Source: an optimization exercise on an open RTL-to-GDS flow (aim: small area, a short achievable clock period and few clock cycles). Production flows keep margins and buffers that such runs may drop. Function was checked by simulation only, so behaviour that the tests miss may differ from the original. Power figures rest on the tool's default switching activity, not on a simulated workload.

<file path="flow/run.sh">
#!/bin/bash
# Layout flow: the standard flow (standard.sh, ORFS from synthesis to the
# final layout) with two changes:
#  - the port buffers that buffer_ports inserts are sky130_fd_sc_hd__buf_1
#    (every port still gets its own buffer; timing repair resizes them), and
#  - timing repair aims for more setup slack than the flow settings allow.
# Each tool's output is kept in ORFS's logs (orfs/logs/...); standard.sh's own
# output goes to standard.log here.
set -euo pipefail
export BUFFER_PORTS_ARGS="-buffer_cell sky130_fd_sc_hd__buf_1"
export SETUP_SLACK_MARGIN="${FLOW_SETUP_MARGIN:-6}"
bash standard.sh > standard.log 2>&1
</file>
<file path="standard.sh">
#!/bin/bash
# synth_recipe.tcl (not shown) runs the flow's synth.tcl, then flattens the netlist and writes it again
# the make line also repeats each setting of config.mk as NAME=value (left out here)
make -C /OpenROAD-flow-scripts/flow DESIGN_CONFIG=/design/flow/config.mk WORK_HOME=/design/flow/orfs CLKGATE_MAP_FILE= SYNTH_SCRIPT=/design/flow/synth_recipe.tcl "${@:-finish}"
</file>
<file path="config.mk">
export PLATFORM = sky130hd
export DESIGN_NAME = frm_unpack
export DESIGN_NICKNAME = frm_unpack
export VERILOG_FILES = /design/flow/design.v
export SDC_FILE = /design/flow/constraint.sdc
export NUM_CORES = 4
export LEC_CHECK = 0
export CAP_MARGIN = 20
export CORE_MARGIN = 2
export CORE_UTILIZATION = 35
export PLACE_DENSITY = 0.55
export SLEW_MARGIN = 20
export SYNTH_HIERARCHICAL = 1
</file>
<file path="constraint.sdc">
create_clock -name core_clock -period 10.0 [get_ports {clk}]
set_input_delay 2.0000 -clock core_clock [delete_from_list [all_inputs] [get_ports {clk}]]
set_output_delay 2.0000 -clock core_clock [all_outputs]
set_load 0.01 [all_outputs]
</file>
<file path="design.v">
module crc16_x2 (
    input  wire a,
    input  wire b,
    output wire y
);
    assign y = a ^ b;
endmodule
module crc16_frame (
    input  wire [63:0] d,
    input  wire [7:0]  en,
    input  wire [15:0] x,
    output wire [15:0] y
);
    wire [15:0] xc = x ^ 16'h4538;
    wire b1_0;
    wire b1_1;
    wire b2_0;
    wire m0_0;
    wire b1_4;
    wire b1_5;
    wire b2_2;
    wire b1_6;
    wire b1_7;
    wire b2_3;
    wire b3_1;
    wire m1_1;
    wire b1_8;
    wire b1_11;
    wire p_0;
    wire p_1;
    wire p_2;
    wire m2_2;
    wire b1_12;
    wire b1_13;
    wire b2_6;
    wire b1_14;
    wire b1_15;
    wire b2_7;
    wire b3_3;
    wire m3_3;
    wire b1_16;
    wire b1_18;
    wire b1_19;
    wire b2_9;
    wire p_3;
    wire m4_4;
    wire b1_20;
    wire b1_21;
    wire b2_10;
    wire b1_22;
    wire b1_23;
    wire b2_11;
    wire b3_5;
    wire m5_5;
    wire b1_25;
    wire b1_26;
    wire b1_27;
    wire b2_13;
    wire p_4;
    wire p_5;
    wire m6_6;
    wire b1_28;
    wire b1_29;
    wire b2_14;
    wire b1_30;
    wire b1_31;
    wire b2_15;
    wire b3_7;
    wire m7_7;
    wire r0_6;
    wire r0_7;
    wire r0_8;
    wire r0_9;
    wire r0_10;
    wire r0_11;
    wire r0_12;
    wire p_13;
    wire p_14;
    wire m0_8;
    wire p_15;
    wire p_16;
    wire p_17;
    wire m2_9;
    wire p_18;
    wire p_19;
    wire m4_10;
    wire p_20;
    wire p_21;
    wire m6_11;
    wire p_22;
    wire p_23;
    wire m7_12;
    wire r1_24;
    wire r1_25;
    wire r1_26;
    wire r1_27;
    wire r1_28;
    wire r1_29;
    wire r1_30;
    wire b1_3;
    wire p_31;
    wire m0_13;
    wire p_32;
    wire m2_14;
    wire b1_17;
    wire b2_8;
    wire m4_15;
    wire m5_16;
    wire m6_17;
    wire m7_18;
    wire r2_33;
    wire r2_34;
    wire r2_35;
    wire r2_36;
    wire r2_37;
    wire p_38;
    wire p_39;
    wire p_40;
    wire m0_19;
    wire p_41;
    wire m2_20;
    wire m3_21;
    wire p_42;
    wire m4_22;
    wire m5_23;
    wire m6_24;
    wire p_43;
    wire m7_25;
    wire r3_44;
    wire r3_45;
    wire r3_46;
    wire r3_47;
    wire r3_48;
    wire r3_49;
    wire b1_2;
    wire p_50;
    wire m0_26;
    wire m1_27;
    wire m2_28;
    wire m3_29;
    wire m4_30;
    wire p_51;
    wire m5_31;
    wire m7_32;
    wire r4_52;
    wire r4_53;
    wire r4_54;
    wire r4_55;
    wire r4_56;
    wire r4_57;
    wire p_58;
    wire p_59;
    wire m0_33;
    wire m1_34;
    wire m2_35;
    wire p_60;
    wire m3_36;
    wire m4_37;
    wire p_61;
    wire m5_38;
    wire p_62;
    wire m7_39;
    wire r5_63;
    wire r5_64;
    wire r5_65;
    wire r5_66;
    wire r5_67;
    wire r5_68;
    wire m0_40;
    wire m1_41;
    wire m2_42;
    wire m3_43;
    wire p_69;
    wire m5_44;
    wire m7_45;
    wire r6_70;
    wire r6_71;
    wire r6_72;
    wire r6_73;
    wire r6_74;
    wire p_75;
    wire m0_46;
    wire m1_47;
    wire m2_48;
    wire p_76;
    wire p_77;
    wire m3_49;
    wire p_78;
    wire m5_50;
    wire p_79;
    wire m7_51;
    wire r7_80;
    wire r7_81;
    wire r7_82;
    wire r7_83;
    wire r7_84;
    wire m0_52;
    wire p_85;
    wire m1_53;
    wire p_86;
    wire m3_54;
    wire p_87;
    wire m5_55;
    wire m7_56;
    wire r8_88;
    wire r8_89;
    wire r8_90;
    wire r8_91;
    wire m0_57;
    wire p_92;
    wire m1_58;
    wire p_93;
    wire p_94;
    wire m3_59;
    wire p_95;
    wire m5_60;
    wire m6_61;
    wire m7_62;
    wire r9_96;
    wire r9_97;
    wire r9_98;
    wire r9_99;
    wire r9_100;
    wire p_101;
    wire m1_63;
    wire m3_64;
    wire m4_65;
    wire m5_66;
    wire m6_67;
    wire r10_102;
    wire r10_103;
    wire r10_104;
    wire r10_105;
    wire p_106;
    wire m1_68;
    wire m2_69;
    wire p_107;
    wire m3_70;
    wire m4_71;
    wire m5_72;
    wire p_108;
    wire m6_73;
    wire r11_109;
    wire r11_110;
    wire r11_111;
    wire r11_112;
    wire r11_113;
    wire m0_74;
    wire m1_75;
    wire m2_76;
    wire m3_77;
    wire p_114;
    wire m4_78;
    wire m6_79;
    wire r12_115;
    wire r12_116;
    wire r12_117;
    wire r12_118;
    wire r12_119;
    wire m0_80;
    wire m1_81;
    wire p_120;
    wire m2_82;
    wire m3_83;
    wire p_121;
    wire m4_84;
    wire p_122;
    wire m6_85;
    wire r13_123;
    wire r13_124;
    wire r13_125;
    wire r13_126;
    wire r13_127;
    wire m0_86;
    wire m1_87;
    wire b1_10;
    wire b2_5;
    wire m2_88;
    wire p_128;
    wire m4_89;
    wire m6_90;
    wire r14_129;
    wire r14_130;
    wire r14_131;
    wire r14_132;
    wire p_133;
    wire m0_91;
    wire p_134;
    wire p_135;
    wire m1_92;
    wire b1_9;
    wire b2_4;
    wire p_136;
    wire p_137;
    wire m2_93;
    wire p_138;
    wire p_139;
    wire p_140;
    wire m4_94;
    wire b1_24;
    wire p_141;
    wire p_142;
    wire m6_95;
    wire r15_143;
    wire r15_144;
    wire r15_145;
    wire r15_146;
    wire r15_147;
    wire r15_148;
    wire r15_149;
    crc16_x2 g0 (.a(d[63]), .b(d[62]), .y(b1_0));
    crc16_x2 g1 (.a(d[61]), .b(d[60]), .y(b1_1));
    crc16_x2 g2 (.a(b1_0), .b(b1_1), .y(b2_0));
    assign m0_0 = ~(b2_0 & en[7]);
    crc16_x2 g3 (.a(d[55]), .b(d[54]), .y(b1_4));
    crc16_x2 g4 (.a(d[53]), .b(d[52]), .y(b1_5));
    crc16_x2 g5 (.a(b1_4), .b(b1_5), .y(b2_2));
    crc16_x2 g6 (.a(d[51]), .b(d[50]), .y(b1_6));
    crc16_x2 g7 (.a(d[49]), .b(d[48]), .y(b1_7));
    crc16_x2 g8 (.a(b1_6), .b(b1_7), .y(b2_3));
    crc16_x2 g9 (.a(b2_2), .b(b2_3), .y(b3_1));
    assign m1_1 = ~(b3_1 & en[6]);
    crc16_x2 g10 (.a(d[47]), .b(d[46]), .y(b1_8));
    crc16_x2 g11 (.a(d[41]), .b(d[40]), .y(b1_11));
    crc16_x2 g12 (.a(d[45]), .b(d[43]), .y(p_0));
    crc16_x2 g13 (.a(b1_8), .b(b1_11), .y(p_1));
    crc16_x2 g14 (.a(p_0), .b(p_1), .y(p_2));
    assign m2_2 = ~(p_2 & en[5]);
    crc16_x2 g15 (.a(d[39]), .b(d[38]), .y(b1_12));
    crc16_x2 g16 (.a(d[37]), .b(d[36]), .y(b1_13));
    crc16_x2 g17 (.a(b1_12), .b(b1_13), .y(b2_6));
    crc16_x2 g18 (.a(d[35]), .b(d[34]), .y(b1_14));
    crc16_x2 g19 (.a(d[33]), .b(d[32]), .y(b1_15));
    crc16_x2 g20 (.a(b1_14), .b(b1_15), .y(b2_7));
    crc16_x2 g21 (.a(b2_6), .b(b2_7), .y(b3_3));
    assign m3_3 = ~(b3_3 & en[4]);
    crc16_x2 g22 (.a(d[31]), .b(d[30]), .y(b1_16));
    crc16_x2 g23 (.a(d[27]), .b(d[26]), .y(b1_18));
    crc16_x2 g24 (.a(d[25]), .b(d[24]), .y(b1_19));
    crc16_x2 g25 (.a(b1_18), .b(b1_19), .y(b2_9));
    crc16_x2 g26 (.a(b1_16), .b(b2_9), .y(p_3));
    assign m4_4 = ~(p_3 & en[3]);
    crc16_x2 g27 (.a(d[23]), .b(d[22]), .y(b1_20));
    crc16_x2 g28 (.a(d[21]), .b(d[20]), .y(b1_21));
    crc16_x2 g29 (.a(b1_20), .b(b1_21), .y(b2_10));
    crc16_x2 g30 (.a(d[19]), .b(d[18]), .y(b1_22));
    crc16_x2 g31 (.a(d[17]), .b(d[16]), .y(b1_23));
    crc16_x2 g32 (.a(b1_22), .b(b1_23), .y(b2_11));
    crc16_x2 g33 (.a(b2_10), .b(b2_11), .y(b3_5));
    assign m5_5 = ~(b3_5 & en[2]);
    crc16_x2 g34 (.a(d[13]), .b(d[12]), .y(b1_25));
    crc16_x2 g35 (.a(d[11]), .b(d[10]), .y(b1_26));
    crc16_x2 g36 (.a(d[9]), .b(d[8]), .y(b1_27));
    crc16_x2 g37 (.a(b1_26), .b(b1_27), .y(b2_13));
    crc16_x2 g38 (.a(d[15]), .b(b1_25), .y(p_4));
    crc16_x2 g39 (.a(b2_13), .b(p_4), .y(p_5));
    assign m6_6 = ~(p_5 & en[1]);
    crc16_x2 g40 (.a(d[7]), .b(d[6]), .y(b1_28));
    crc16_x2 g41 (.a(d[5]), .b(d[4]), .y(b1_29));
    crc16_x2 g42 (.a(b1_28), .b(b1_29), .y(b2_14));
    crc16_x2 g43 (.a(d[3]), .b(d[2]), .y(b1_30));
    crc16_x2 g44 (.a(d[1]), .b(d[0]), .y(b1_31));
    crc16_x2 g45 (.a(b1_30), .b(b1_31), .y(b2_15));
    crc16_x2 g46 (.a(b2_14), .b(b2_15), .y(b3_7));
    assign m7_7 = ~(b3_7 & en[0]);
    crc16_x2 g47 (.a(m0_0), .b(m1_1), .y(r0_6));
    crc16_x2 g48 (.a(m2_2), .b(m3_3), .y(r0_7));
    crc16_x2 g49 (.a(m4_4), .b(m5_5), .y(r0_8));
    crc16_x2 g50 (.a(m6_6), .b(m7_7), .y(r0_9));
    crc16_x2 g51 (.a(r0_6), .b(r0_7), .y(r0_10));
    crc16_x2 g52 (.a(r0_8), .b(r0_9), .y(r0_11));
    crc16_x2 g53 (.a(xc[0]), .b(r0_10), .y(r0_12));
    crc16_x2 g54 (.a(r0_11), .b(r0_12), .y(y[0]));
    crc16_x2 g55 (.a(d[61]), .b(d[56]), .y(p_13));
    crc16_x2 g56 (.a(b1_0), .b(p_13), .y(p_14));
    assign m0_8 = ~(p_14 & en[7]);
    crc16_x2 g57 (.a(d[44]), .b(d[42]), .y(p_15));
    crc16_x2 g58 (.a(b1_8), .b(b1_11), .y(p_16));
    crc16_x2 g59 (.a(p_15), .b(p_16), .y(p_17));
    assign m2_9 = ~(p_17 & en[5]);
    crc16_x2 g60 (.a(d[31]), .b(d[28]), .y(p_18));
    crc16_x2 g61 (.a(p_18), .b(b2_9), .y(p_19));
    assign m4_10 = ~(p_19 & en[3]);
    crc16_x2 g62 (.a(d[14]), .b(b1_25), .y(p_20));
    crc16_x2 g63 (.a(b2_13), .b(p_20), .y(p_21));
    assign m6_11 = ~(p_21 & en[1]);
    crc16_x2 g64 (.a(d[1]), .b(b1_30), .y(p_22));
    crc16_x2 g65 (.a(b2_14), .b(p_22), .y(p_23));
    assign m7_12 = ~(p_23 & en[0]);
    crc16_x2 g66 (.a(m0_8), .b(m1_1), .y(r1_24));
    crc16_x2 g67 (.a(m2_9), .b(m3_3), .y(r1_25));
    crc16_x2 g68 (.a(m4_10), .b(m5_5), .y(r1_26));
    crc16_x2 g69 (.a(m6_11), .b(m7_12), .y(r1_27));
    crc16_x2 g70 (.a(r1_24), .b(r1_25), .y(r1_28));
    crc16_x2 g71 (.a(r1_26), .b(r1_27), .y(r1_29));
    crc16_x2 g72 (.a(xc[1]), .b(r1_28), .y(r1_30));
    crc16_x2 g73 (.a(r1_29), .b(r1_30), .y(y[1]));
    crc16_x2 g74 (.a(d[57]), .b(d[56]), .y(b1_3));
    crc16_x2 g75 (.a(b1_1), .b(b1_3), .y(p_31));
    assign m0_13 = ~(p_31 & en[7]);
    crc16_x2 g76 (.a(d[46]), .b(d[42]), .y(p_32));
    assign m2_14 = ~(p_32 & en[5]);
    crc16_x2 g77 (.a(d[29]), .b(d[28]), .y(b1_17));
    crc16_x2 g78 (.a(b1_16), .b(b1_17), .y(b2_8));
    assign m4_15 = ~(b2_8 & en[3]);
    assign m5_16 = ~(d[16] & en[2]);
    assign m6_17 = ~(d[14] & en[1]);
    assign m7_18 = ~(b1_31 & en[0]);
    crc16_x2 g79 (.a(m0_13), .b(m2_14), .y(r2_33));
    crc16_x2 g80 (.a(m4_15), .b(m5_16), .y(r2_34));
    crc16_x2 g81 (.a(m6_17), .b(m7_18), .y(r2_35));
    crc16_x2 g82 (.a(r2_33), .b(r2_34), .y(r2_36));
    crc16_x2 g83 (.a(r2_35), .b(r2_36), .y(r2_37));
    crc16_x2 g84 (.a(xc[2]), .b(r2_37), .y(y[2]));
    crc16_x2 g85 (.a(d[62]), .b(d[61]), .y(p_38));
    crc16_x2 g86 (.a(d[58]), .b(d[57]), .y(p_39));
    crc16_x2 g87 (.a(p_38), .b(p_39), .y(p_40));
    assign m0_19 = ~(p_40 & en[7]);
    crc16_x2 g88 (.a(d[47]), .b(d[43]), .y(p_41));
    assign m2_20 = ~(p_41 & en[5]);
    assign m3_21 = ~(d[32] & en[4]);
    crc16_x2 g89 (.a(d[29]), .b(b1_16), .y(p_42));
    assign m4_22 = ~(p_42 & en[3]);
    assign m5_23 = ~(d[17] & en[2]);
    assign m6_24 = ~(d[15] & en[1]);
    crc16_x2 g90 (.a(d[2]), .b(d[1]), .y(p_43));
    assign m7_25 = ~(p_43 & en[0]);
    crc16_x2 g91 (.a(m0_19), .b(m2_20), .y(r3_44));
    crc16_x2 g92 (.a(m3_21), .b(m4_22), .y(r3_45));
    crc16_x2 g93 (.a(m5_23), .b(m6_24), .y(r3_46));
    crc16_x2 g94 (.a(m7_25), .b(r3_44), .y(r3_47));
    crc16_x2 g95 (.a(r3_45), .b(r3_46), .y(r3_48));
    crc16_x2 g96 (.a(r3_47), .b(r3_48), .y(r3_49));
    crc16_x2 g97 (.a(xc[3]), .b(r3_49), .y(y[3]));
    crc16_x2 g98 (.a(d[59]), .b(d[58]), .y(b1_2));
    crc16_x2 g99 (.a(b1_0), .b(b1_2), .y(p_50));
    assign m0_26 = ~(p_50 & en[7]);
    assign m1_27 = ~(d[48] & en[6]);
    assign m2_28 = ~(d[44] & en[5]);
    assign m3_29 = ~(b1_15 & en[4]);
    assign m4_30 = ~(b1_16 & en[3]);
    crc16_x2 g100 (.a(d[18]), .b(d[16]), .y(p_51));
    assign m5_31 = ~(p_51 & en[2]);
    assign m7_32 = ~(b1_30 & en[0]);
    crc16_x2 g101 (.a(m0_26), .b(m1_27), .y(r4_52));
    crc16_x2 g102 (.a(m2_28), .b(m3_29), .y(r4_53));
    crc16_x2 g103 (.a(m4_30), .b(m5_31), .y(r4_54));
    crc16_x2 g104 (.a(m7_32), .b(r4_52), .y(r4_55));
    crc16_x2 g105 (.a(r4_53), .b(r4_54), .y(r4_56));
    crc16_x2 g106 (.a(r4_55), .b(r4_56), .y(r4_57));
    crc16_x2 g107 (.a(xc[4]), .b(r4_57), .y(y[4]));
    crc16_x2 g108 (.a(d[63]), .b(d[60]), .y(p_58));
    crc16_x2 g109 (.a(d[59]), .b(p_58), .y(p_59));
    assign m0_33 = ~(p_59 & en[7]);
    assign m1_34 = ~(d[49] & en[6]);
    assign m2_35 = ~(d[45] & en[5]);
    crc16_x2 g110 (.a(d[34]), .b(b1_15), .y(p_60));
    assign m3_36 = ~(p_60 & en[4]);
    assign m4_37 = ~(d[31] & en[3]);
    crc16_x2 g111 (.a(d[19]), .b(d[17]), .y(p_61));
    assign m5_38 = ~(p_61 & en[2]);
    crc16_x2 g112 (.a(d[4]), .b(d[3]), .y(p_62));
    assign m7_39 = ~(p_62 & en[0]);
    crc16_x2 g113 (.a(m0_33), .b(m1_34), .y(r5_63));
    crc16_x2 g114 (.a(m2_35), .b(m3_36), .y(r5_64));
    crc16_x2 g115 (.a(m4_37), .b(m5_38), .y(r5_65));
    crc16_x2 g116 (.a(m7_39), .b(r5_63), .y(r5_66));
    crc16_x2 g117 (.a(r5_64), .b(r5_65), .y(r5_67));
    crc16_x2 g118 (.a(r5_66), .b(r5_67), .y(r5_68));
    crc16_x2 g119 (.a(xc[5]), .b(r5_68), .y(y[5]));
    assign m0_40 = ~(b1_1 & en[7]);
    assign m1_41 = ~(d[50] & en[6]);
    assign m2_42 = ~(d[46] & en[5]);
    assign m3_43 = ~(b2_7 & en[4]);
    crc16_x2 g120 (.a(d[20]), .b(d[18]), .y(p_69));
    assign m5_44 = ~(p_69 & en[2]);
    assign m7_45 = ~(b1_29 & en[0]);
    crc16_x2 g121 (.a(m0_40), .b(m1_41), .y(r6_70));
    crc16_x2 g122 (.a(m2_42), .b(m3_43), .y(r6_71));
    crc16_x2 g123 (.a(m5_44), .b(m7_45), .y(r6_72));
    crc16_x2 g124 (.a(r6_70), .b(r6_71), .y(r6_73));
    crc16_x2 g125 (.a(r6_72), .b(r6_73), .y(r6_74));
    crc16_x2 g126 (.a(xc[6]), .b(r6_74), .y(y[6]));
    crc16_x2 g127 (.a(d[62]), .b(d[61]), .y(p_75));
    assign m0_46 = ~(p_75 & en[7]);
    assign m1_47 = ~(d[51] & en[6]);
    assign m2_48 = ~(d[47] & en[5]);
    crc16_x2 g128 (.a(d[36]), .b(d[33]), .y(p_76));
    crc16_x2 g129 (.a(b1_14), .b(p_76), .y(p_77));
    assign m3_49 = ~(p_77 & en[4]);
    crc16_x2 g130 (.a(d[21]), .b(d[19]), .y(p_78));
    assign m5_50 = ~(p_78 & en[2]);
    crc16_x2 g131 (.a(d[6]), .b(d[5]), .y(p_79));
    assign m7_51 = ~(p_79 & en[0]);
    crc16_x2 g132 (.a(m0_46), .b(m1_47), .y(r7_80));
    crc16_x2 g133 (.a(m2_48), .b(m3_49), .y(r7_81));
    crc16_x2 g134 (.a(m5_50), .b(m7_51), .y(r7_82));
    crc16_x2 g135 (.a(r7_80), .b(r7_81), .y(r7_83));
    crc16_x2 g136 (.a(r7_82), .b(r7_83), .y(r7_84));
    crc16_x2 g137 (.a(xc[7]), .b(r7_84), .y(y[7]));
    assign m0_52 = ~(b1_0 & en[7]);
    crc16_x2 g138 (.a(d[52]), .b(d[48]), .y(p_85));
    assign m1_53 = ~(p_85 & en[6]);
    crc16_x2 g139 (.a(b1_13), .b(b1_14), .y(p_86));
    assign m3_54 = ~(p_86 & en[4]);
    crc16_x2 g140 (.a(d[22]), .b(d[20]), .y(p_87));
    assign m5_55 = ~(p_87 & en[2]);
    assign m7_56 = ~(b1_28 & en[0]);
    crc16_x2 g141 (.a(m0_52), .b(m1_53), .y(r8_88));
    crc16_x2 g142 (.a(m3_54), .b(m5_55), .y(r8_89));
    crc16_x2 g143 (.a(m7_56), .b(r8_88), .y(r8_90));
    crc16_x2 g144 (.a(r8_89), .b(r8_90), .y(r8_91));
    crc16_x2 g145 (.a(xc[8]), .b(r8_91), .y(y[8]));
    assign m0_57 = ~(d[63] & en[7]);
    crc16_x2 g146 (.a(d[53]), .b(d[49]), .y(p_92));
    assign m1_58 = ~(p_92 & en[6]);
    crc16_x2 g147 (.a(d[38]), .b(d[35]), .y(p_93));
    crc16_x2 g148 (.a(b1_13), .b(p_93), .y(p_94));
    assign m3_59 = ~(p_94 & en[4]);
    crc16_x2 g149 (.a(d[23]), .b(d[21]), .y(p_95));
    assign m5_60 = ~(p_95 & en[2]);
    assign m6_61 = ~(d[8] & en[1]);
    assign m7_62 = ~(d[7] & en[0]);
    crc16_x2 g150 (.a(m0_57), .b(m1_58), .y(r9_96));
    crc16_x2 g151 (.a(m3_59), .b(m5_60), .y(r9_97));
    crc16_x2 g152 (.a(m6_61), .b(m7_62), .y(r9_98));
    crc16_x2 g153 (.a(r9_96), .b(r9_97), .y(r9_99));
    crc16_x2 g154 (.a(r9_98), .b(r9_99), .y(r9_100));
    crc16_x2 g155 (.a(xc[9]), .b(r9_100), .y(y[9]));
    crc16_x2 g156 (.a(d[54]), .b(d[50]), .y(p_101));
    assign m1_63 = ~(p_101 & en[6]);
    assign m3_64 = ~(b2_6 & en[4]);
    assign m4_65 = ~(d[24] & en[3]);
    assign m5_66 = ~(d[22] & en[2]);
    assign m6_67 = ~(b1_27 & en[1]);
    crc16_x2 g157 (.a(m1_63), .b(m3_64), .y(r10_102));
    crc16_x2 g158 (.a(m4_65), .b(m5_66), .y(r10_103));
    crc16_x2 g159 (.a(m6_67), .b(r10_102), .y(r10_104));
    crc16_x2 g160 (.a(r10_103), .b(r10_104), .y(r10_105));
    crc16_x2 g161 (.a(xc[10]), .b(r10_105), .y(y[10]));
    crc16_x2 g162 (.a(d[55]), .b(d[51]), .y(p_106));
    assign m1_68 = ~(p_106 & en[6]);
    assign m2_69 = ~(d[40] & en[5]);
    crc16_x2 g163 (.a(d[37]), .b(b1_12), .y(p_107));
    assign m3_70 = ~(p_107 & en[4]);
    assign m4_71 = ~(d[25] & en[3]);
    assign m5_72 = ~(d[23] & en[2]);
    crc16_x2 g164 (.a(d[10]), .b(d[9]), .y(p_108));
    assign m6_73 = ~(p_108 & en[1]);
    crc16_x2 g165 (.a(m1_68), .b(m2_69), .y(r11_109));
    crc16_x2 g166 (.a(m3_70), .b(m4_71), .y(r11_110));
    crc16_x2 g167 (.a(m5_72), .b(m6_73), .y(r11_111));
    crc16_x2 g168 (.a(r11_109), .b(r11_110), .y(r11_112));
    crc16_x2 g169 (.a(r11_111), .b(r11_112), .y(r11_113));
    crc16_x2 g170 (.a(xc[11]), .b(r11_113), .y(y[11]));
    assign m0_74 = ~(d[56] & en[7]);
    assign m1_75 = ~(d[52] & en[6]);
    assign m2_76 = ~(b1_11 & en[5]);
    assign m3_77 = ~(b1_12 & en[4]);
    crc16_x2 g171 (.a(d[26]), .b(d[24]), .y(p_114));
    assign m4_78 = ~(p_114 & en[3]);
    assign m6_79 = ~(b1_26 & en[1]);
    crc16_x2 g172 (.a(m0_74), .b(m1_75), .y(r12_115));
    crc16_x2 g173 (.a(m2_76), .b(m3_77), .y(r12_116));
    crc16_x2 g174 (.a(m4_78), .b(m6_79), .y(r12_117));
    crc16_x2 g175 (.a(r12_115), .b(r12_116), .y(r12_118));
    crc16_x2 g176 (.a(r12_117), .b(r12_118), .y(r12_119));
    crc16_x2 g177 (.a(xc[12]), .b(r12_119), .y(y[12]));
    assign m0_80 = ~(d[57] & en[7]);
    assign m1_81 = ~(d[53] & en[6]);
    crc16_x2 g178 (.a(d[42]), .b(b1_11), .y(p_120));
    assign m2_82 = ~(p_120 & en[5]);
    assign m3_83 = ~(d[39] & en[4]);
    crc16_x2 g179 (.a(d[27]), .b(d[25]), .y(p_121));
    assign m4_84 = ~(p_121 & en[3]);
    crc16_x2 g180 (.a(d[12]), .b(d[11]), .y(p_122));
    assign m6_85 = ~(p_122 & en[1]);
    crc16_x2 g181 (.a(m0_80), .b(m1_81), .y(r13_123));
    crc16_x2 g182 (.a(m2_82), .b(m3_83), .y(r13_124));
    crc16_x2 g183 (.a(m4_84), .b(m6_85), .y(r13_125));
    crc16_x2 g184 (.a(r13_123), .b(r13_124), .y(r13_126));
    crc16_x2 g185 (.a(r13_125), .b(r13_126), .y(r13_127));
    crc16_x2 g186 (.a(xc[13]), .b(r13_127), .y(y[13]));
    assign m0_86 = ~(d[58] & en[7]);
    assign m1_87 = ~(d[54] & en[6]);
    crc16_x2 g187 (.a(d[43]), .b(d[42]), .y(b1_10));
    crc16_x2 g188 (.a(b1_10), .b(b1_11), .y(b2_5));
    assign m2_88 = ~(b2_5 & en[5]);
    crc16_x2 g189 (.a(d[28]), .b(d[26]), .y(p_128));
    assign m4_89 = ~(p_128 & en[3]);
    assign m6_90 = ~(b1_25 & en[1]);
    crc16_x2 g190 (.a(m0_86), .b(m1_87), .y(r14_129));
    crc16_x2 g191 (.a(m2_88), .b(m4_89), .y(r14_130));
    crc16_x2 g192 (.a(m6_90), .b(r14_129), .y(r14_131));
    crc16_x2 g193 (.a(r14_130), .b(r14_131), .y(r14_132));
    crc16_x2 g194 (.a(xc[14]), .b(r14_132), .y(y[14]));
    crc16_x2 g195 (.a(d[59]), .b(b2_0), .y(p_133));
    assign m0_91 = ~(p_133 & en[7]);
    crc16_x2 g196 (.a(d[54]), .b(b1_5), .y(p_134));
    crc16_x2 g197 (.a(b2_3), .b(p_134), .y(p_135));
    assign m1_92 = ~(p_135 & en[6]);
    crc16_x2 g198 (.a(d[45]), .b(d[44]), .y(b1_9));
    crc16_x2 g199 (.a(b1_8), .b(b1_9), .y(b2_4));
    crc16_x2 g200 (.a(d[42]), .b(d[40]), .y(p_136));
    crc16_x2 g201 (.a(p_136), .b(b2_4), .y(p_137));
    assign m2_93 = ~(p_137 & en[5]);
    crc16_x2 g202 (.a(d[29]), .b(d[26]), .y(p_138));
    crc16_x2 g203 (.a(b1_16), .b(b1_19), .y(p_139));
    crc16_x2 g204 (.a(p_138), .b(p_139), .y(p_140));
    assign m4_94 = ~(p_140 & en[3]);
    crc16_x2 g205 (.a(d[15]), .b(d[14]), .y(b1_24));
    crc16_x2 g206 (.a(d[12]), .b(b1_24), .y(p_141));
    crc16_x2 g207 (.a(b2_13), .b(p_141), .y(p_142));
    assign m6_95 = ~(p_142 & en[1]);
    crc16_x2 g208 (.a(m0_91), .b(m1_92), .y(r15_143));
    crc16_x2 g209 (.a(m2_93), .b(m3_3), .y(r15_144));
    crc16_x2 g210 (.a(m4_94), .b(m5_5), .y(r15_145));
    crc16_x2 g211 (.a(m6_95), .b(m7_7), .y(r15_146));
    crc16_x2 g212 (.a(r15_143), .b(r15_144), .y(r15_147));
    crc16_x2 g213 (.a(r15_145), .b(r15_146), .y(r15_148));
    crc16_x2 g214 (.a(xc[15]), .b(r15_147), .y(r15_149));
    crc16_x2 g215 (.a(r15_148), .b(r15_149), .y(y[15]));
endmodule
module crc16_fwd (
    input  wire [15:0] c,
    input  wire [2:0]  k1,
    output reg  [15:0] y
);
    function [15:0] fwd_bytes;
        input [15:0] v;
        input integer nb;
        integer i;
        begin
            fwd_bytes = v;
            for (i = 0; i < 8 * nb; i = i + 1)
                fwd_bytes = fwd_bytes[15] ? ({fwd_bytes[14:0], 1'b0} ^ 16'h8005)
                                          : {fwd_bytes[14:0], 1'b0};
        end
    endfunction
    always @(*) begin
        y = fwd_bytes(c, 1);
        if (k1[0]) y = fwd_bytes(y, 1);
        if (k1[1]) y = fwd_bytes(y, 2);
        if (k1[2]) y = fwd_bytes(y, 4);
    end
endmodule
module crc16_inv8 (
    input  wire [15:0] c,
    output reg  [15:0] y
);
    integer i;
    always @(*) begin
        y = c;
        for (i = 0; i < 8; i = i + 1)
            y = y[0] ? ({1'b1, y[15:1]} ^ 16'h4002) : {1'b0, y[15:1]};
    end
endmodule
module frm_unpack (
    input  wire        clk,
    input  wire        rst,
    input  wire        start,
    input  wire [7:0]  exp_ft,
    input  wire [7:0]  exp_sub,
    input  wire [15:0] exp_cmd,      
    input  wire [7:0]  exp_dlen,
    input  wire [8:0]  nframes,
    output wire        idle,
    input  wire        fr_valid,
    output wire        fr_ready,
    input  wire [28:0] fr_id,
    input  wire [3:0]  fr_len,
    input  wire [63:0] fr_data,      
    output reg         pb_valid,
    output reg  [3:0]  pb_count,
    output reg  [63:0] pb_data,      
    output wire        done,
    output wire [7:0]  status,
    output wire [7:0]  subcode,
    output wire [8:0]  diag_frame,
    output wire [15:0] diag_exp,
    output wire [15:0] diag_act
);
    localparam [7:0] RESPONDER_ID = 8'h01;
    localparam [2:0] ST_OK       = 3'd0;
    localparam [2:0] ST_FRAMING  = 3'd2;
    localparam [2:0] ST_CHECKSUM = 3'd3;
    localparam [2:0] ST_HEADER   = 3'd4;
    localparam [2:0] FE_FCNT      = 3'd1;
    localparam [2:0] FE_FTYPE     = 3'd2;
    localparam [2:0] FE_SRC       = 3'd3;
    localparam [2:0] FE_DST       = 3'd4;
    localparam [2:0] FE_NO_FRAMES = 3'd5;
    localparam [2:0] FE_BAD_LEN   = 3'd6;
    localparam [2:0] FE_TOO_SHORT = 3'd7;
    localparam [2:0] HE_FRAME_TYPE = 3'd1;
    localparam [2:0] HE_COMMAND_ID = 3'd2;
    localparam [2:0] HE_LENGTH     = 3'd3;
    reg        busy;         
    reg        fin;          
    reg        fin_x;        
    reg        fin2;         
    reg        chk;          
    reg        hdr_pend;     
    reg [7:0]  op_ft;
    reg [7:0]  op_sub;
    reg [15:0] op_cmd;
    reg [7:0]  op_dlen;
    reg        op_multi;     
    reg [8:0]  idx;          
    reg [8:0]  rem;          
    reg [15:0] hold;         
    reg [2:0]  acc;          
    reg [15:0] crc;          
    reg [2:0]  crc_k1;       
    reg        first;        
    reg [3:0]  cnt;          
    reg        crc_ok;       
    reg [2:0]  res_st;
    reg [2:0]  res_sub;
    reg [15:0] res_exp;
    reg [15:0] res_act;
    reg        ft_ne, cmd_hi_ne, cmd_lo_ne, dlen_ne;    
    assign status     = {5'd0, res_st};
    assign subcode    = {5'd0, res_sub};
    assign diag_frame = idx;
    assign diag_exp   = res_exp;
    assign diag_act   = res_act;
    wire [7:0] id_src   = fr_id[28:21];
    wire [7:0] id_dst   = fr_id[20:13];
    wire       id_ftype = fr_id[12];
    wire [7:0] id_fcnt  = fr_id[11:4];
    wire bad_fcnt  = ({1'b0, id_fcnt} != rem);
    wire bad_ftype = (id_ftype != op_multi);
    wire bad_src   = (id_src != RESPONDER_ID);
    wire bad_dst   = (id_dst != op_sub);
    wire len_ok    = (fr_len[3] == 1'b0) ? (fr_len[2:0] != 3'd0) : (fr_len[2:0] == 3'd0);
    wire chk_err   = bad_fcnt | bad_ftype | bad_src | bad_dst | ~len_ok;
    reg [2:0]  chk_sub;
    reg [15:0] chk_exp;
    reg [7:0]  chk_act;
    always @(*) begin
        if (bad_fcnt) begin
            chk_sub = FE_FCNT;
            chk_exp = {7'd0, rem};
            chk_act = id_fcnt;
        end else if (bad_ftype) begin
            chk_sub = FE_FTYPE;
            chk_exp = {15'd0, op_multi};
            chk_act = {7'd0, id_ftype};
        end else if (bad_src) begin
            chk_sub = FE_SRC;
            chk_exp = {8'd0, RESPONDER_ID};
            chk_act = id_src;
        end else if (bad_dst) begin
            chk_sub = FE_DST;
            chk_exp = {8'd0, op_sub};
            chk_act = id_dst;
        end else begin
            chk_sub = FE_BAD_LEN;
            chk_exp = 16'd8;
            chk_act = {4'd0, fr_len};
        end
    end
    wire take = busy & fr_valid;
    wire [7:0] byte_en;
    frm_en u_en (.busy(busy), .valid(fr_valid), .len(fr_len), .en(byte_en));
    wire [15:0] crc_moved, crc_back, crc_base, crc_next;
    crc16_fwd  u_fwd (.c(crc), .k1(crc_k1), .y(crc_moved));
    crc16_inv8 u_inv (.c(crc), .y(crc_back));
    assign crc_base = busy ? (fr_valid ? (first ? 16'h0000 : crc_moved) : crc)
                           : crc_back;
    crc16_frame u_frame (.d(fr_data), .en(byte_en), .x(crc_base), .y(crc_next));
    wire [79:0] cat = {hold, fr_data};
    reg [15:0] hold_next;
    always @(*) begin
        case (fr_len[2:0])
        3'd1: hold_next = cat[71:56];
        3'd2: hold_next = cat[63:48];
        3'd3: hold_next = cat[55:40];
        3'd4: hold_next = cat[47:32];
        3'd5: hold_next = cat[39:24];
        3'd6: hold_next = cat[31:16];
        3'd7: hold_next = cat[23:8];
        default: hold_next = cat[15:0];
        endcase
    end
    wire [4:0] acc_sum  = {2'd0, acc} + {1'b0, fr_len};
    wire       one_byte = (acc == 3'd0) & (fr_len[2:0] == 3'd1);
    wire [2:0] acc_next = (acc_sum > 5'd6) ? 3'd6 : acc_sum[2:0];
    wire [2:0] pb_skip = 3'd6 - acc;
    function [7:0] cbyte;
        input [79:0] c;
        input integer i;
        begin
            cbyte = c[79 - 8 * i -: 8];
        end
    endfunction
    reg [63:0] pb_shift;
    integer b;
    always @(*) begin
        for (b = 0; b < 8; b = b + 1) begin
            case (pb_skip)
            3'd0: pb_shift[63-8*b -: 8] = cbyte(cat, b);
            3'd1: pb_shift[63-8*b -: 8] = cbyte(cat, (b + 1 > 7) ? 7 : b + 1);
            3'd2: pb_shift[63-8*b -: 8] = cbyte(cat, (b + 2 > 7) ? 7 : b + 2);
            3'd3: pb_shift[63-8*b -: 8] = cbyte(cat, (b + 3 > 7) ? 7 : b + 3);
            3'd4: pb_shift[63-8*b -: 8] = cbyte(cat, (b + 4 > 7) ? 7 : b + 4);
            3'd5: pb_shift[63-8*b -: 8] = cbyte(cat, (b + 5 > 7) ? 7 : b + 5);
            default: pb_shift[63-8*b -: 8] = cbyte(cat, (b + 6 > 7) ? 7 : b + 6);
            endcase
        end
    end
    wire [4:0] pb_num = {1'b0, fr_len} - {2'd0, pb_skip};
    function [7:0] fbyte;
        input [63:0] d;
        input [2:0]  i;
        begin
            fbyte = d[63 - 8 * i -: 8];
        end
    endfunction
    wire [7:0] h_ft   = fr_data[63:56];
    wire [7:0] h_cmd1 = fbyte(fr_data, 3'd1 - acc);
    wire [7:0] h_cmd2 = fbyte(fr_data, 3'd2 - acc);
    wire [7:0] h_dlen = fbyte(fr_data, 3'd3 - acc);
    reg [2:0]  hdr_st, hdr_sub;
    reg [15:0] hdr_exp, hdr_act;
    always @(*) begin
        hdr_st  = ST_HEADER;
        hdr_exp = 16'd0;
        hdr_act = 16'd0;
        if (acc < 3'd3 || ft_ne) begin
            hdr_sub = HE_FRAME_TYPE;
            hdr_exp = {8'd0, op_ft};
            hdr_act = (acc < 3'd3) ? 16'd0 : {8'd0, res_exp[15:8]};
        end else if (acc < 3'd5 || cmd_hi_ne || cmd_lo_ne) begin
            hdr_sub = HE_COMMAND_ID;
            hdr_exp = op_cmd;
            hdr_act = (acc < 3'd5) ? 16'd0 : res_act;
        end else if (acc < 3'd6 || dlen_ne) begin
            hdr_sub = HE_LENGTH;
            hdr_exp = {8'd0, op_dlen};
            hdr_act = (acc < 3'd6) ? 16'd0 : {8'd0, res_exp[7:0]};
        end else begin
            hdr_st  = ST_OK;
            hdr_sub = 3'd0;
        end
    end
    wire hdr_fire = hdr_pend & ~fin_x & (fin | (acc == 3'd6));
    assign done = (fin & (fin_x | (~hdr_pend & crc_ok))) | fin2 | (chk & (cnt == 4'd0));
    assign idle = ~busy & ~((fin | chk) & ~done);
    assign fr_ready = busy;
    always @(posedge clk) begin
        crc    <= crc_next;
        crc_ok <= (crc_next == 16'h0000);
        if (take) begin
            first  <= 1'b0;
            hold   <= hold_next;
            acc    <= acc_next;
            crc_k1 <= fr_len[2:0] - 3'd1;
        end else if (idle & start) begin
            first  <= 1'b1;
            acc    <= 3'd0;
        end
        if (fin | chk)
            cnt <= fin ? (4'd8 - {1'b0, crc_k1}) : (cnt - 4'd1);
    end
    always @(posedge clk) begin
        pb_count <= pb_num[3:0];
        pb_data  <= pb_shift;
    end
    always @(posedge clk) begin
        if (take) begin
            if (acc == 3'd0) begin
                res_exp[15:8] <= h_ft;
                ft_ne         <= (h_ft != op_ft);
            end
            if (acc <= 3'd1 && acc_sum > 5'd1) begin
                res_act[15:8] <= h_cmd1;
                cmd_hi_ne     <= (h_cmd1 != op_cmd[15:8]);
            end
            if (acc <= 3'd2 && acc_sum > 5'd2) begin
                res_act[7:0]  <= h_cmd2;
                cmd_lo_ne     <= (h_cmd2 != op_cmd[7:0]);
            end
            if (acc <= 3'd3 && acc_sum > 5'd3) begin
                res_exp[7:0]  <= h_dlen;
                dlen_ne       <= (h_dlen != op_dlen);
            end
        end
        if (hdr_fire) begin
            res_st  <= hdr_st;
            res_sub <= hdr_sub;
            res_exp <= hdr_exp;
            res_act <= hdr_act;
        end
        if (fin & ~fin_x & ~crc_ok) begin
            res_st  <= ST_CHECKSUM;
            res_sub <= 3'd0;
            res_act <= hold;
        end
        if (chk)
            res_exp <= crc_back ^ hold;
        if (take & chk_err) begin
            res_st  <= ST_FRAMING;
            res_sub <= chk_sub;
            res_exp <= chk_exp;
            res_act <= {8'd0, chk_act};
        end else if (take & (rem == 9'd0) & one_byte) begin
            res_st  <= ST_FRAMING;
            res_sub <= FE_TOO_SHORT;
            res_exp <= 16'd2;
            res_act <= 16'd1;
        end
        if (idle & start) begin
            res_st  <= ST_FRAMING;
            res_sub <= FE_NO_FRAMES;
            res_exp <= 16'd1;
            res_act <= 16'd0;
        end
    end
    always @(posedge clk) begin
        if (rst) begin
            busy     <= 1'b0;
            fin      <= 1'b0;
            fin_x    <= 1'b0;
            fin2     <= 1'b0;
            chk      <= 1'b0;
            pb_valid <= 1'b0;
        end else begin
            pb_valid <= take && len_ok && !pb_num[4] && pb_num != 5'd0;
            if (fin & ~fin_x & ~crc_ok)
                chk <= 1'b1;
            else if (done)
                chk <= 1'b0;
            fin2  <= fin & ~fin_x & crc_ok & hdr_pend;
            fin   <= 1'b0;
            fin_x <= 1'b0;
            if (hdr_fire)
                hdr_pend <= 1'b0;
            if (idle & start) begin
                op_ft    <= exp_ft;
                op_sub   <= exp_sub;
                op_cmd   <= exp_cmd;
                op_dlen  <= exp_dlen;
                op_multi <= (nframes > 9'd1);
                idx      <= 9'd0;
                rem      <= nframes - 9'd1;
                hdr_pend <= 1'b1;
                if (nframes == 9'd0) begin
                    fin   <= 1'b1;
                    fin_x <= 1'b1;
                end else begin
                    busy  <= 1'b1;
                end
            end else if (take) begin
                if (chk_err) begin
                    busy  <= 1'b0;
                    fin   <= 1'b1;
                    fin_x <= 1'b1;
                end else if (rem == 9'd0) begin
                    busy  <= 1'b0;
                    fin   <= 1'b1;
                    fin_x <= one_byte;
                end else begin
                    idx <= idx + 9'd1;
                    rem <= rem - 9'd1;
                end
            end
        end
    end
endmodule
module frm_en (
    input  wire       busy,
    input  wire       valid,
    input  wire [3:0] len,
    output wire [7:0] en
);
    wire [2:0] ln = len[2:0];
    wire       tk = busy & valid;
    assign en = {
        tk,                                              
        tk & (len[3] | ln[2] | ln[1]),                   
        tk & (len[3] | ln[2] | (ln[1] & ln[0])),         
        tk & (len[3] | ln[2]),                           
        tk & (len[3] | (ln[2] & (ln[1] | ln[0]))),       
        tk & (len[3] | (ln[2] & ln[1])),                 
        tk & (len[3] | (ln[2] & ln[1] & ln[0])),         
        tk & len[3] & (ln == 3'd0)                       
    };
endmodule
</file>
==> run notes <==
## sequential cells by signal, indices dropped and copies added (netlist names), 8 cells and up
register and flops:
pb_data 64, res_exp 16, op_ft 8, crc 16, op_dlen 8, op_cmd 16
hold 16, res_act 16, op_sub 8, idx 9, rem 9
## Yosys stat by module, one instance, submodules excluded
module	cell area [sq um]	copies in the design	cells
crc16_frame	439	1	110
crc16_fwd	1740	1	198
frm_unpack	14300	1	1582
crc16_inv8	235	1	23
frm_en	91.3	1	18
crc16_x2	8.76	216	1
## per-layer routing
layer  global-route usage  share of wire
met1                0.351           0.41
met2                0.433           0.46
met3               0.0442          0.090
met4                0.102          0.043
met5                    0              0
## worst paths after layout
| kind | end | startpoint |
|---|---|---|
| worst max-delay path | crc_ok$_DFF_P_ | crc_k1[0]$_DFFE_PP_ |
| worst min-delay path | res_st[1]$_SDFFE_PP1P_ | res_st[1]$_SDFFE_PP1P_ |
| worst max register to register | crc_ok$_DFF_P_ | crc_k1[0]$_DFFE_PP_ |
| worst min register to register | res_st[1]$_SDFFE_PP1P_ | res_st[1]$_SDFFE_PP1P_ |
## kinds of logic after synthesis
logic type / Yosys count / synth area share
AOI/OAI and AO/OA: 556 / 0.206
xor gates and xnor gates: 423 / 0.215
adders and majority gates: 31 / 0.0215
buffers and inverters: 244 / 0.0574
DFF: 220 / 0.283
muxes: 114 / 0.0755
other: 1 / 0.000200
and+or+nand+nor: 558 / 0.140
## placed cells by master, fill, tap and decap left out, drive strengths merged, types with 33 or more instances in the layout
| cell type | n |
|---|---|
| a221oi | 50 |
| nor2 | 150 |
| xnor2 | 116 |
| nand3 | 33 |
| inv | 44 |
| a22oi | 63 |
| mux2 | 61 |
| a21oi | 149 |
| nand2 | 231 |
| buf | 364 |
| clkbuf | 41 |
| dfxtp | 130 |
| xor2 | 293 |
| o21ai | 82 |
| edfxtp | 90 |
| mux2i | 39 |
## metrics by stage
step                      hold slack [ns]  total power [mW]  cells
after floorplan                     0.431              6.41   2156
after global placement              0.441              7.71   2976
after detailed placement            0.447              7.80   2977
after CTS                           0.462              9.92   3057
after global routing                0.499              11.0   3073
final                               0.453              10.4   3074
## worst max-delay path: cells and delay by family (launching register included)
kind / cells / cell delay [ns]
XOR/XNOR: 10 / 2.14
AND/OR/NAND/NOR: 3 / 0.53
flip-flops: 1 / 0.46
multiplexers: 2 / 0.39
AO/OA/AOI/OAI: 2 / 0.34
buffers and inverters: 2 / 0.30
## power groups by stage
stage               clock network [mW]  logic [mW]  registers (mW)
detailed placement                   0        6.39            1.40
floorplan                            0        5.06            1.34
global placement                     0        6.31            1.40
CTS                               1.08        7.43            1.40
finish                            1.07        7.94            1.41
global route                      1.12        8.45            1.42
## what timing repair did
action | CTS | global route
gates resized for setup | 112 | 40
setup buffers | 26 | 13
cloned | 2 | 2
endpoints found under the setup margin | 86 | 58
pin swaps | 22 | 12
## final cells by class
type	instances	area (sq um)
Sequential cell	220	5350
Antenna cell	2	5.00
Fill cell	5299	30400
Multi-Input combinational cell	1693	13000
Clock buffer	38	831
Inverter	47	191
Clock inverter	14	146
Timing Repair Buffer	371	1980
Tap cell	688	861
Timing Repair inverter	1	7.51
==> run_summary.xml <==
<?xml version="1.0" encoding="UTF-8"?>
<metrics>
  <group name="status">
    <metric name="status" unit="">timing/DRC/antenna clean</metric>
  </group>
  <group name="sta">
    <metric name="final.setup_skew" unit="ns">0.0448</metric>
    <metric name="hold_viol" unit="">0</metric>
    <metric name="timing.setup.tns" unit="ns">0</metric>
    <metric name="worst_slew_margin_rel" unit="">0.296</metric>
    <metric name="tightestPinTransition" unit="ns">1.06</metric>
    <metric name="max_clock_freq" unit="GHz">0.237</metric>
    <metric name="setup_viol" unit="">0</metric>
    <metric name="postLayoutSetupSlackWorst" unit="ns">5.78</metric>
    <metric name="setup_repair_after_global_routing_missed_its_margin" unit="">true</metric>
    <metric name="final_max_slew_viol_count" unit="">0</metric>
    <metric name="min_period" unit="ns">4.22</metric>
    <metric name="post-route-period-util" unit="">0.422</metric>
  </group>
  <group name="yosys">
    <metric name="seq_area_frac_synth" unit="">0.283</metric>
    <metric name="yosysMostFrequentCell" unit="">sky130_fd_sc_hd__xor2_1</metric>
    <metric name="synth_seq_cells" unit="">220</metric>
    <metric name="syn-cell-area" unit="sq um">18700</metric>
    <metric name="synth.top_cells.by_count" unit="">sky130_fd_sc_hd__xor2_1 (288), sky130_fd_sc_hd__nand2_1 (230), sky130_fd_sc_hd__nor2_1 (149), sky130_fd_sc_hd__a21oi_1 (147), sky130_fd_sc_hd__dfxtp_1 (130)</metric>
    <metric name="synthCells" unit="">2147</metric>
    <metric name="yosys-top-cells-area" unit="">sky130_fd_sc_hd__edfxtp_1 (14%), sky130_fd_sc_hd__dfxtp_1 (14%), sky130_fd_sc_hd__xor2_1 (13%)</metric>
    <metric name="synth_enable_flop_cells" unit="">90</metric>
    <metric name="synth-warning-count" unit="">9</metric>
    <metric name="yosysUniqueCellTypes" unit="">99</metric>
    <metric name="asyncSetResetFlopFracSynth" unit="">0</metric>
    <metric name="synth_top_area_cell" unit="">sky130_fd_sc_hd__edfxtp_1</metric>
    <metric name="yosysTopAreaCellShare" unit="">0.144</metric>
    <metric name="synth_area_per_cell" unit="sq um">8.72</metric>
    <metric name="postSynth.topFlopCell" unit="">sky130_fd_sc_hd__dfxtp_1</metric>
  </group>
  <group name="setup_path">
    <metric name="master_of_the_slowest_instance_on_the_critical_path" unit="">sky130_fd_sc_hd__edfxtp_1</metric>
    <metric name="worst_path_most_repeated_cell" unit="">sky130_fd_sc_hd__xnor2_2</metric>
    <metric name="worstPathMaxFanout" unit="">7</metric>
    <metric name="timing.critical_path.to_type" unit="">flip-flop</metric>
    <metric name="start_kind" unit="">flip-flop</metric>
    <metric name="critical_path.max_stage_delay" unit="ns">0.46</metric>
    <metric name="worst_ep_arrival" unit="ns">4.76</metric>
    <metric name="worstPathCellList" unit="">buf_6, buf_16, mux2i_1, xnor2_1, xnor2_2, xnor3_1, xnor3_2, xnor2_2, nor2_2, xnor2_2, xnor2_4, xnor2_1, mux2i_1, a21oi_1, a21oi_2, xor2_1, xor2_1, nor4_2, and4_1</metric>
    <metric name="r2r.worst_path.cells" unit="">19</metric>
    <metric name="r2r_setup_slack" unit="ns">5.78</metric>
    <metric name="worst-setup-path-type" unit="">flip-flop to flip-flop</metric>
    <metric name="cp_data_required_time" unit="ns">10.54</metric>
  </group>
  <group name="pwr">
    <metric name="powerDensity" unit="nW/um^2">466</metric>
    <metric name="clockPowerShare" unit="">0.103</metric>
    <metric name="vdd_ir_max" unit="mV">0.700</metric>
    <metric name="power.share.sequential" unit="">0.135</metric>
    <metric name="power.combinational.fraction" unit="">0.762</metric>
    <metric name="intPower" unit="mW">5.66</metric>
    <metric name="power.static_leakage" unit="nW">8.29</metric>
    <metric name="power.net_switching" unit="mW">4.76</metric>
    <metric name="netSwitchingFraction" unit="">0.457</metric>
  </group>
  <group name="die">
    <metric name="num_rows" unit="">84</metric>
    <metric name="initial_cell_density_of_the_core" unit="">0.355</metric>
    <metric name="core_area" unit="sq um">52800</metric>
    <metric name="dieArea" unit="sq um">55400</metric>
    <metric name="io_pins" unit="">279</metric>
    <metric name="die_height" unit="microns">235</metric>
    <metric name="chipWidth" unit="microns">235</metric>
  </group>
  <group name="worst_hold_path">
    <metric name="worst_hold_path_type" unit="">flip-flop to flip-flop</metric>
    <metric name="hold_path_depth" unit="">1</metric>
  </group>
  <group name="layout">
    <metric name="final_nets" unit="">2543</metric>
    <metric name="fin_util" unit="">0.423</metric>
    <metric name="drive_above_1_share" unit="">0.166</metric>
    <metric name="finalInstanceArea" unit="sq um">22300</metric>
    <metric name="layout-area-overhead-vs-synth" unit="%">19.3</metric>
  </group>
  <group name="drt">
    <metric name="drcViolationCount" unit="">0</metric>
    <metric name="drtPass1Iterations" unit="">11</metric>
    <metric name="detail_route.iter0.violations" unit="">2612</metric>
    <metric name="detail_route.wirelength" unit="mm">77.3</metric>
    <metric name="dr_total_vias" unit="">18000</metric>
    <metric name="viasPerCell" unit="">5.86</metric>
    <metric name="wl_per_cell" unit="microns">25.2</metric>
    <metric name="drt.antenna.violating_nets" unit="">0</metric>
  </group>
  <group name="global_route">
    <metric name="grt_first_pass_wirelength" unit="mm">112</metric>
    <metric name="maximum_number_of_pins_on_one_net_before_global_route_repair" unit="">57</metric>
    <metric name="antenna_found_initial" unit="">3</metric>
    <metric name="first_global_vias" unit="">17100</metric>
    <metric name="grt_remaining_overflow" unit="">0</metric>
    <metric name="grt_util_all_layers" unit="">0.265</metric>
  </group>
  <group name="clocking">
    <metric name="ctsLongestPathBuffers" unit="">3</metric>
    <metric name="cts-root-buf" unit="">sky130_fd_sc_hd__clkbuf_16</metric>
    <metric name="h-tree-depth" unit="">1</metric>
    <metric name="cts_tree" unit="">done</metric>
    <metric name="cts_hold_buffers" unit="">0</metric>
    <metric name="clk-insertion-delay-late" unit="ns">0.62</metric>
    <metric name="clkTransAtPathRegs" unit="ns">0.06</metric>
    <metric name="tritoncts.num_buffers" unit="">28</metric>
    <metric name="numClockSinks" unit="">220</metric>
  </group>
  <group name="placement">
    <metric name="place_area" unit="sq um">20300</metric>
    <metric name="port_buffers" unit="">264</metric>
    <metric name="half_perimeter_wire_length_after_detailed_placement" unit="mm">54.6</metric>
    <metric name="gp_congestion" unit="">0.948</metric>
    <metric name="pre_cts_slack" unit="ns">4.65</metric>
  </group>
  <group name="job">
    <metric name="timing.max_cap.violations" unit="">0</metric>
  </group>
</metrics>
Testbench counts, summed over its fixed seeds: cycles 12,908.

==> what the ideal ports hide <==
In the flow no input, the clock included, has a driving cell. The finished layout below was timed again as built, in two steps. Step 1: set_driving_cell puts a clkbuf_16 on clk and a buf_2 on each other input, an assumption about the parent block. Step 2, shift: input delay + t, output delay - t, t = (earliest + latest rising clock arrival at the registers) / 2. This alone moves slack from input paths to output paths. Three values: no drivers, after step 1, after step 2; two values: the first two.
shift t [ns]: 0.649
slack for setup (ns): 5.777 / 5.777 / 5.164
latest minus earliest clock arrival (ns): 0.046 / 0.045
After both steps this run still meets setup and hold. The setup slack of this run moves by 0.000 ns with the drivers and by -0.613 ns with both steps.
